What follows belongs to an exercise in optimizing a design on an open flow for small area, a short achievable clock period and few clock cycles; a production flow would make more cautious choices. At most, simulation tests tie the RTL to the original design; equivalence was not proved. Power is estimated from default activity; no workload was simulated.

==> flow/design.v <==
module nibbler_enc (
    input  wire        clk,
    input  wire        rst,         
    input  wire        start,
    input  wire [13:0] len,         
    output wire [12:0] in_addr,
    input  wire [7:0]  in_data,
    output reg         out_we,
    output reg  [13:0] out_addr,
    output reg  [7:0]  out_data,
    output wire        busy,
    output reg         done,
    output wire [13:0] written      
);
    localparam [1:0] S_IDLE = 2'd0,
                     S_LIT  = 2'd1,    
                     S_RUN  = 2'd2,    
                     S_END  = 2'd3;    
    reg [1:0]  state;
    reg [12:0] ra;         
    reg [1:0]  kc;         
    reg [7:0]  r0, r1, r2;
    reg        e01, e12, e23;    
    reg        mv0;              
    reg [13:0] rem;        
    reg [13:0] c;          
    reg [1:0]  lph;        
    reg        fm1;        
    reg        f63;        
    reg        ce;         
    reg [1:0]  lm;         
    reg        lead;       
    reg [1:0]  mark;
    reg [13:0] wp;         
    reg [13:0] ocur0;      
    reg        slot_v;
    reg [13:0] slot_pos;
    reg [3:0]  slot_hi;
    reg        pv;         
    reg [13:0] paddr;
    reg [7:0]  pdata;
    reg        eph;        
    assign busy    = (state != S_IDLE);
    assign in_addr = ra;
    assign written = wp;
    wire valid = ~kc[1];
    wire rem_ok = ~rem[13];                         
    wire rsa    = rem_ok & e01 & e12 & e23 & mv0;   
    wire chunk_end = ce;
    wire pre    = ~(lph[1] & lph[0]);
    wire c_m1   = fm1;                              
    wire c_63   = f63;                              
    wire [3:0] n0 = (lm == 2'd0) ? {1'b0, c[2:0]} :
                    (lm == 2'd1) ? {2'b10, c[5:4]} : {3'b110, c[12]};
    wire [3:0] n1 = (lm == 2'd1) ? c[3:0] : c[11:8];
    wire [3:0] n2 = c[7:4];
    wire [3:0] n3 = c[3:0];
    wire [1:0] nb = (lm == 2'd2) ? 2'd2 : (lm == 2'd1) ? 2'd1 : {1'b0, ~slot_v};
    wire act     = valid & ((state == S_LIT) | (state == S_RUN));
    wire in_lit  = act & (state == S_LIT);
    wire in_run  = act & (state == S_RUN);
    wire lit_pre_ld = in_lit & ~lph[1];                        
    wire lit_first  = in_lit & lph[1] & ~lph[0];               
    wire lead_hit   = lit_first & lead & rem_ok & e01 & e12 & mv0;
    wire lit_steady = in_lit & ~pre;
    wire lit_endc   = lit_steady & chunk_end;
    wire lit_endr   = lit_steady & ~chunk_end & rsa;
    wire lit_go     = lit_steady & ~chunk_end & ~rsa;
    wire rs1        = lit_go & c_m1 & (lm == 2'd0) & slot_v;
    wire rs2        = lit_go & c_63 & (lm == 2'd1);
    wire restart    = rs1 | rs2;
    wire litw       = (lit_first & ~lead_hit) | (lit_go & ~restart);
    wire run_go     = in_run & rem_ok & e01;
    wire run_end    = in_run & ~(rem_ok & e01);
    wire fe         = lit_endc | lit_endr | run_end;   
    wire [13:0] fo  = (state == S_RUN) ? wp : ocur0;
    wire [13:0] fo1 = fo + 14'd1;
    reg         w1v, w2v;
    reg  [13:0] w1a, w2a;
    reg  [7:0]  w1d, w2d;
    reg         ns_v;
    reg  [13:0] ns_pos;
    reg  [3:0]  ns_hi;
    always @* begin
        w1v = 1'b0; w2v = 1'b0;
        w1a = fo;   w2a = fo1;
        w1d = {n0, n1}; w2d = {n2, n3};
        ns_v = 1'b0; ns_pos = fo; ns_hi = n0;
        if (slot_v) begin
            w1v = 1'b1;
            w1a = slot_pos;
            w1d = {slot_hi, n0};
            if (lm == 2'd1) begin
                ns_v = 1'b1; ns_pos = fo; ns_hi = n1;
            end else if (lm == 2'd2) begin
                w2v = 1'b1; w2a = fo; w2d = {n1, n2};
                ns_v = 1'b1; ns_pos = fo1; ns_hi = n3;
            end
        end else begin
            if (lm == 2'd0) begin
                ns_v = 1'b1; ns_pos = fo; ns_hi = n0;
            end else begin
                w1v = 1'b1;
                w2v = (lm == 2'd2);
            end
        end
    end
    wire [13:0] bodylen = wp - 14'd2;
    always @(posedge clk) begin
        out_we <= 1'b0;
        done   <= 1'b0;
        r0  <= in_data;
        r1  <= r0;
        r2  <= r1;
        e01 <= (in_data == r0);
        e12 <= e01;
        e23 <= e12;
        mv0 <= (in_data == 8'h00) | (in_data == 8'hFF);
        if (state == S_LIT || state == S_RUN) begin
            ra <= ra + 13'd1;
            kc <= {kc[0], 1'b0};
        end
        if (act) begin
            rem <= rem - 14'd1;
            c   <= c + 14'd1;
            fm1 <= (c == 14'h3FFE);
            f63 <= (c == 14'd62);
            ce  <= (rem == 14'h3FFB);
            if (state == S_LIT && lph != 2'd3) lph <= lph + 2'd1;
        end
        if (litw) begin
            out_we   <= 1'b1;
            out_addr <= wp;
            out_data <= r2;
            wp       <= wp + 14'd1;
        end else if (fe) begin
            if (pv) begin
                out_we   <= 1'b1;
                out_addr <= paddr;
                out_data <= pdata;
                pv       <= w1v;
                paddr    <= w1a;
                pdata    <= w1d;
            end else begin
                out_we   <= w1v;
                out_addr <= w1a;
                out_data <= w1d;
                pv       <= w2v;
                paddr    <= w2a;
                pdata    <= w2d;
            end
        end else if (pv) begin
            out_we   <= 1'b1;
            out_addr <= paddr;
            out_data <= pdata;
            pv       <= 1'b0;
        end
        if (fe) begin
            slot_v   <= ns_v;
            slot_pos <= ns_pos;
            slot_hi  <= ns_hi;
        end
        if (lit_pre_ld)
            wp <= ocur0 + {12'd0, nb};
        if (lit_first)
            lead <= 1'b0;
        if (lead_hit) begin
            state <= S_RUN;
            c     <= 14'h3FFB;           
            lm    <= 2'd0;
            mark  <= {1'b0, r0[0]};
            wp    <= ocur0;
            fm1   <= 1'b0;
            f63   <= 1'b0;
        end
        if (lit_go & ~restart & c_m1 & (lm == 2'd0))
            lm <= 2'd1;
        if (restart) begin
            lm  <= rs1 ? 2'd1 : 2'd2;
            c   <= 14'h3FF5;             
            lph <= 2'd0;
            fm1 <= 1'b0;
            f63 <= 1'b0;
            ce  <= 1'b0;
            kc  <= 2'b11;
            ra  <= ra - (rs1 ? 13'd12 : 13'd76);
            rem <= rem + (rs1 ? 14'd10 : 14'd74);
        end
        if (lit_endr) begin
            state <= S_RUN;
            c     <= 14'h3FFB;           
            fm1   <= 1'b0;
            f63   <= 1'b0;
            lm    <= 2'd0;
        end
        if (lit_endc) begin
            state <= S_END;
        end
        if (run_go) begin
            if (c_m1) lm <= 2'd1;
            if (c_63) lm <= 2'd2;
        end
        if (run_end) begin
            state <= S_LIT;
            c     <= 14'h3FF6;           
            lph   <= 2'd1;
            fm1   <= 1'b0;
            f63   <= 1'b0;
            lm    <= 2'd0;
            ocur0 <= wp + {12'd0, nb};
        end
        if (state == S_END && !pv) begin
            if (slot_v) begin
                out_we   <= 1'b1;
                out_addr <= slot_pos;
                out_data <= {slot_hi, 4'd0};
                slot_v   <= 1'b0;
            end else if (!eph) begin
                out_we   <= 1'b1;
                out_addr <= 14'd0;
                out_data <= {mark, bodylen[13:8]};
                eph      <= 1'b1;
            end else begin
                out_we   <= 1'b1;
                out_addr <= 14'd1;
                out_data <= bodylen[7:0];
                done     <= 1'b1;
                state    <= S_IDLE;
            end
        end
        if (state == S_IDLE && start) begin
            mark   <= 2'b10;
            slot_v <= 1'b0;
            pv     <= 1'b0;
            eph    <= 1'b0;
            ocur0  <= 14'd2;
            wp     <= 14'd2;
            ra     <= 13'd0;
            kc     <= 2'b11;
            c      <= 14'h3FF5;          
            lph    <= 2'd0;
            fm1    <= 1'b0;
            f63    <= 1'b0;
            ce     <= 1'b0;
            lm     <= 2'd0;
            lead   <= 1'b1;
            rem    <= len - 14'd4;
            state  <= (len == 14'd0) ? S_END : S_LIT;
        end
        if (rst) begin
            state  <= S_IDLE;
            out_we <= 1'b0;
            done   <= 1'b0;
        end
    end
endmodule
clock: 5.0 ns
lec_check: 0
cap_margin: 20
core_margin: 2
core_utilization: 60
setup_slack_margin: 2.5
slew_margin: 20
run.sh (not shown) runs the stock make flow with config.mk's settings and CLKGATE_MAP_FILE= SYNTH_SCRIPT=/design/flow/synth_recipe.tcl, a recipe that flattens the netlist after the stock synthesis.
==> next run, changes <==
- CORE_UTILIZATION: 60 -> 40
- SETUP_SLACK_MARGIN: 2.5 -> 3.5
Result: The changed run completed with no timing, DRC or antenna violations. Design area grows by about 18%. Wire length grows by 22%. Combinational power grows by about 26%.
No functional check of the RTL was part of any run of this note.


Starts from the design.v that is shown in full above.
make LEC_CHECK=0 CAP_MARGIN=20 CORE_MARGIN=2 CORE_UTILIZATION=40 SETUP_SLACK_MARGIN=2.5 SLEW_MARGIN=20 finish   # period 5.0 ns
Next try:
--- a/flow/config.mk
+++ b/flow/config.mk
@@ -11 +11 @@
-export SETUP_SLACK_MARGIN = 2.5
+export SETUP_SLACK_MARGIN = 1.5
Outcome:
- The changed run ran to the end with no violations
- fmax falls by roughly a tenth
- sequential power is about the same
- final cell count falls by a few percent
- utilization falls by 5.3 points
- synthesized area is unchanged
No run of this note included a check of the RTL's function; only the layout flow was run.


## lagoon
nibbler_enc, a different RTL version from the one above (not shown whole).
For scale: ~1300 cells after synthesis, about 190 flip-flops, roughly 77 I/O pins, ~0.011 mm² of cells after synthesis.
clock: 5.0 ns
lec_check: 0
cap_margin: 20
core_margin: 2
core_utilization: 40
setup_slack_margin: 2.9
slew_margin: 20
standard.sh (not shown) runs the stock make flow with config.mk's settings and CLKGATE_MAP_FILE= SYNTH_SCRIPT=/design/flow/synth_recipe.tcl, a recipe that flattens the netlist after the stock synthesis.
==> flow/flow/run.sh <==
#!/bin/bash
# The standard layout (standard.sh), except that the input and output
# port buffers are plain buffers (buf_2) instead of the default delay-buffer
# cell, so the resizer can size them like the other buffers. Every port still
# gets its own buffer. make's full output goes to make.log here; ORFS keeps
# each step's own log under orfs/logs.
set -euo pipefail
bash standard.sh "BUFFER_PORTS_ARGS=-buffer_cell sky130_fd_sc_hd__buf_2" finish > make.log 2>&1
lagoon did not stop at any stage, and its layout met the timing, design-rule and antenna checks.
Testbench counts of lagoon, summed over its fixed seeds: cycles 457,115.
#### Input delta (quartz over lagoon)
- SETUP_SLACK_MARGIN: 2.9 -> 2.8
Notes after the runs:
For quartz, the type of the worst setup path was flop to flop, unlike lagoon, where it was flop to primary output.
Compared with lagoon, in quartz routability congestion estimate now larger; global-route wire length before repair lost about 2%.
quartz: number of non-clock buffers is about 15% lower than what lagoon reported.
| chip width | quartz vs lagoon | ≈ equal |
Any difference in worst hold margin between quartz and lagoon is small enough to ignore.
The met3 track utilization from global routing on lagoon is in line with that on quartz.
### quartz -> onyx
- SETUP_SLACK_MARGIN: 2.8 -> 3.1
==> comparison <==
- Both conditions hold for onyx: the flow ran to the end and the final layout passed the timing, design-rule and antenna checks.
- No stage failed in quartz, and the final checks on the layout all came back clean.
- The non-clock inverter instance count of the final layout in onyx was higher than what quartz gave.
- Delta (onyx minus quartz): share of power burned in the clock network -1.9 points; via count higher; area after detailed placement saw an increase.
- Met3 routed wirelength: onyx and quartz compared, lower one is quartz
- Per the comparison of onyx with quartz, final non-filler cell total up 107; residual antenna-violating net count after detailed routing flat.
- Relative to quartz, internal power has gone up in onyx.
- Switching power total delta for onyx relative to quartz: 4.6% higher
- onyx vs. quartz: combinational share of power went up by 3.7 points.


== the previous run ==
nibbler_enc again, from the RTL that the note above started with.
// nibbler_enc
module nibbler_enc (
    input  wire        clk,
    input  wire        rst,         
    input  wire        start,
    input  wire [13:0] len,         
    output wire [12:0] in_addr,
    input  wire [7:0]  in_data,
    output reg         out_we,
    output reg  [13:0] out_addr,
    output reg  [7:0]  out_data,
    output wire        busy,
    output reg         done,
    output wire [13:0] written      
);
Settings: LEC_CHECK=0, CAP_MARGIN=20, CORE_MARGIN=2, CORE_UTILIZATION=40, SETUP_SLACK_MARGIN=2.8, SLEW_MARGIN=20; clock period 5.0 ns.
==> flow/flow/run.sh <==
#!/bin/bash
# The standard layout (standard.sh), except that the input and output
# port buffers are plain buffers (buf_2) instead of the default delay-buffer
# cell, and the resizer may swap a cell for one of another footprint. Every
# port still gets its own buffer. make's full output goes to make.log here;
# ORFS keeps each step's own log under orfs/logs.
set -euo pipefail
bash standard.sh "BUFFER_PORTS_ARGS=-buffer_cell sky130_fd_sc_hd__buf_2" MATCH_CELL_FOOTPRINT=0 finish > make.log 2>&1
Testbench counts of the previous run, summed over its fixed seeds: cycles 457,115.
#### Input delta (the current run over the previous run)
Settings: CORE_UTILIZATION now 55, was 40.
==> flow/flow/run.sh <==
#!/bin/bash
# The standard layout (standard.sh), except that the input and output
# port buffers are plain buffers (buf_2) instead of the default delay-buffer
# cell, so the resizer can size them like the other buffers. Every port still
# gets its own buffer. make's full output goes to make.log here; ORFS keeps
# each step's own log under orfs/logs.
set -euo pipefail
bash standard.sh "BUFFER_PORTS_ARGS=-buffer_cell sky130_fd_sc_hd__buf_2" finish > make.log 2>&1
[summary]
Across both runs, height of the die was lower for the current run than for the previous run.
| average footprint of a synthesized cell | the current run vs the previous run | ≈ equal |
The via count reported for the current run is lower than the one for the previous run.


build 84:
Starting RTL as in the previous note.
// nibbler_enc
module nibbler_enc (
    input  wire        clk,
    input  wire        rst,         
    input  wire        start,
    input  wire [13:0] len,         
    output wire [12:0] in_addr,
    input  wire [7:0]  in_data,
    output reg         out_we,
    output reg  [13:0] out_addr,
    output reg  [7:0]  out_data,
    output wire        busy,
    output reg         done,
    output wire [13:0] written      
);
    reg        busy_r;     
    reg        s_lit;      
    reg        s_run;      
    reg        s_end;      
    reg        act;        
    reg [1:0]  kc;         
    reg        rq;         
    reg        rqk;        
    reg [13:0] ra;         
    reg [13:0] lim;        
    reg        zl;         
    reg        rok;        
    reg [2:0]  q;          
    reg [7:0]  r0, r1, r2;
    reg        e01, e12, e23;    
    reg        mv0;              
    reg        rsa;              
    reg        lead_ok;          
    reg        run_ok;           
    reg [13:0] c;          
    reg [1:0]  lph;        
    reg        fm1;        
    reg        f63;        
    reg [1:0]  lm;         
    reg        lead;       
    reg [1:0]  mark;
    reg [13:0] wp;         
  ...
clock: 5.0 ns
lec_check: 0
cap_margin: 20
core_margin: 2
core_utilization: 50
setup_slack_margin: 2.9
slew_margin: 20
==> flow/flow/run.sh <==
#!/bin/bash
# The standard layout (standard.sh), except that the input and output
# port buffers are plain buffers (buf_2) instead of the default delay-buffer
# cell, so the resizer can size them like the other buffers. Every port still
# gets its own buffer. make's full output goes to make.log here; ORFS keeps
# each step's own log under orfs/logs.
set -euo pipefail
bash standard.sh "BUFFER_PORTS_ARGS=-buffer_cell sky130_fd_sc_hd__buf_2" finish > make.log 2>&1
Testbench counts of build 84, summed over its fixed seeds: cycles 457,115.
Here is what was changed in the inputs of build 52 compared with build 84.
Settings: CORE_UTILIZATION changed from 50 to 40; SETUP_SLACK_MARGIN changed from 2.9 to 2.5.
Findings:
Taking build 84 as the reference, in build 52 number of multi-input logic gates level, clock share of power moved up, maximum frequency moved down.
Summary: internal power of the cells, build 52 worse than build 84
Re global-route usage: build 52 and build 84 aren't equal, and the higher value belongs to build 84.
Power density over cell area in build 52 is about 7% higher than in build 84
For build 52, the cell with the largest stage delay on the worst path was sky130_fd_sc_hd__dfxtp_1, unlike build 84, where it was sky130_fd_sc_hd__dfxtp_4.
In the reports for build 52 and build 84, the smaller non-clock buffer count belongs to build 52.
The register-to-register slack in build 52 sits 0.36 ns below the value recorded for build 84.
Cmp build 52 and build 84 / detailed route wirelength on metal3 / lower: build 52
The following lists how build 59 was set up differently from build 52:
Settings: swapping 2.5 for 3.0 in SETUP_SLACK_MARGIN.
==> run notes <==
Looking at critical path endpoint, the written[9] result is from build 52; the written[1] one comes from build 59.
Final core utilization came out higher on build 59 than on build 52.
Build 59 vs. build 52: post-layout minimum cycle time lost 0.40 ns; global-route wire length before repair up 2.7 mm.
Against build 52 as the reference, build 59 delivers a higher met2 wire length.
In build 59 relative to build 52, via count had gone up by a few percent.
The higher worst stage delay on the critical path of build 52 and build 59 is in build 52.
Build 52 -> build 59: cell area increased by more than 10%
Changes observed in build 59 relative to build 52: overall power of the completed layout now larger, via count of the first global-routing pass saw an increase, sequential share of layout area went down 2.9 points.
Here is what was changed in the inputs of build 28 compared with build 59.
Settings: SETUP_SLACK_MARGIN changed from 3.0 to 2.9; TNS_END_PERCENT newly set to 30.
--- outcome ---
Build 59 closes out successfully: all stages finished, all timing, DRC and antenna checks passed.
Build 28 completed; timing, DRC and antenna clean
Any difference in worst slack on hold paths between build 59 and build 28 is small enough to ignore.
Diff build 59 -> build 28: combinational fraction of design power went down by 1.7 points, peak clock frequency supported by timing went down by 5.8%, area of all sequential standard cells went down by 51 sq um, cell area after layout went down by about 6%.
Compared with build 59, layout buffer count excluding clock buffers in build 28 decreased by more than a quarter.
Start point of the critical path = wp[1]: build 59; start point of the critical path = wp[5]: build 28
Post-cts repair resize count in build 28 is 45% lower than in build 59
The total power of build 28 was superior to that of build 59.
Total power per unit cell area for build 28 is higher than for build 59.
There was hardly any difference in placement-stage cell area between build 59 and build 28.
## Diff of input files: build 26 against build 28
Settings: ABC_AREA newly set to 1; SETUP_SLACK_MARGIN changed from 2.9 to 2.5; TNS_END_PERCENT removed (was 30).
Build 28 → build 26: synthesized cell count went up 343; final weighted congestion in routability-driven placement now sits higher; average wire per standard cell lower. On build 26: multiplexer share of the synthesized area is 2.6 points lower than what build 28 gave. NOTE switching power build 28->build 26 increased by a little under 10%. Global-route usage over all layers for build 26: 1.2 points up relative to build 28. Cell-internal power of build 26 falls short of that of build 28 slightly.
Input changes introduced in build 54 (baseline for comparison: build 26):
Settings: ABC_AREA: 1 -> unset; CTS_CLUSTER_DIAMETER: unset -> 60; CTS_CLUSTER_SIZE: unset -> 40; SETUP_SLACK_MARGIN: 2.5 -> 2.9.
Findings:
- When the final numbers for build 54 and build 26 were put side by side, the net switching share of the total power turned out to be smaller in build 54.
- What build 26 reported for maximum vdd drop has to be multiplied by 0.903 to get the figure for build 54.
- Going from build 26 to build 54, total nets after synthesis decreased by 343 relative to the old numbers; total via count in the routed design lower.
- For build 54 and build 26, there was not a single run that failed to finish clean.

[port drivers added, routing unchanged]
Ports are ideal in the flow. The routed layouts listed here were re-timed in OpenROAD. Step 1 assumes that a clkbuf_16 drives the clock port and a buf_2 every other input. Step 2 moves the port delays by t, midway between the first and last clock arrival at a register: inputs arrive t later, outputs are due t later. That takes back most of the time a late clock gives input paths. Three values: ideal, step 1, step 2; two values: the first two.
| run | t (ns) | slack for setup (ns) | slew at the worst register clock pin (ns) | worst slew at a driven data input, ns |
|---|---|---|---|---|
| the first run of note 1 | 0.494 | 2.098 / 2.098 / 2.033 | 0.08 / 0.08 | 0.04 |
| the second run of note 1 | 0.502 | 2.133 / 2.133 / 2.133 | 0.08 / 0.08 | 0.03 |
| the first run of note 2 | 0.482 | 2.174 / 2.174 / 1.947 | 0.09 / 0.09 | 0.04 |
| the second run of note 2 | 0.484 | 1.723 / 1.723 / 1.723 | 0.08 / 0.08 | 0.03 |
| lagoon | 0.491 | 2.910 / 2.862 / 2.559 | 0.09 / 0.09 | 0.04 |
| quartz | 0.489 | 2.826 / 2.782 / 2.529 | 0.09 / 0.09 | 0.03 |
| onyx | 0.499 | 2.920 / 2.867 / 2.731 | 0.08 / 0.08 | 0.03 |
| the previous run | 0.490 | 2.816 / 2.779 / 2.527 | 0.09 / 0.09 | 0.03 |
| the current run | 0.485 | 2.810 / 2.803 / 2.468 | 0.08 / 0.08 | 0.03 |
| build 84 | 0.486 | 2.937 / 2.886 / 2.578 | 0.08 / 0.08 | 0.03 |
| build 52 | 0.494 | 2.540 / 2.491 / 2.442 | 0.09 / 0.09 | 0.03 |
| build 59 | 0.487 | 2.941 / 2.891 / 2.659 | 0.08 / 0.08 | 0.03 |
| build 28 | 0.494 | 2.814 / 2.764 / 2.565 | 0.08 / 0.08 | 0.03 |
| build 26 | 0.504 | 2.578 / 2.525 / 2.274 | 0.09 / 0.09 | 0.03 |
| build 54 | 0.491 | 2.910 / 2.862 / 2.559 | 0.09 / 0.09 | 0.04 |
After both steps setup and hold are still met in every run listed. For build 84, which loses most, drivers alone change the setup slack by -0.051 ns; drivers and shift together by -0.359 ns.
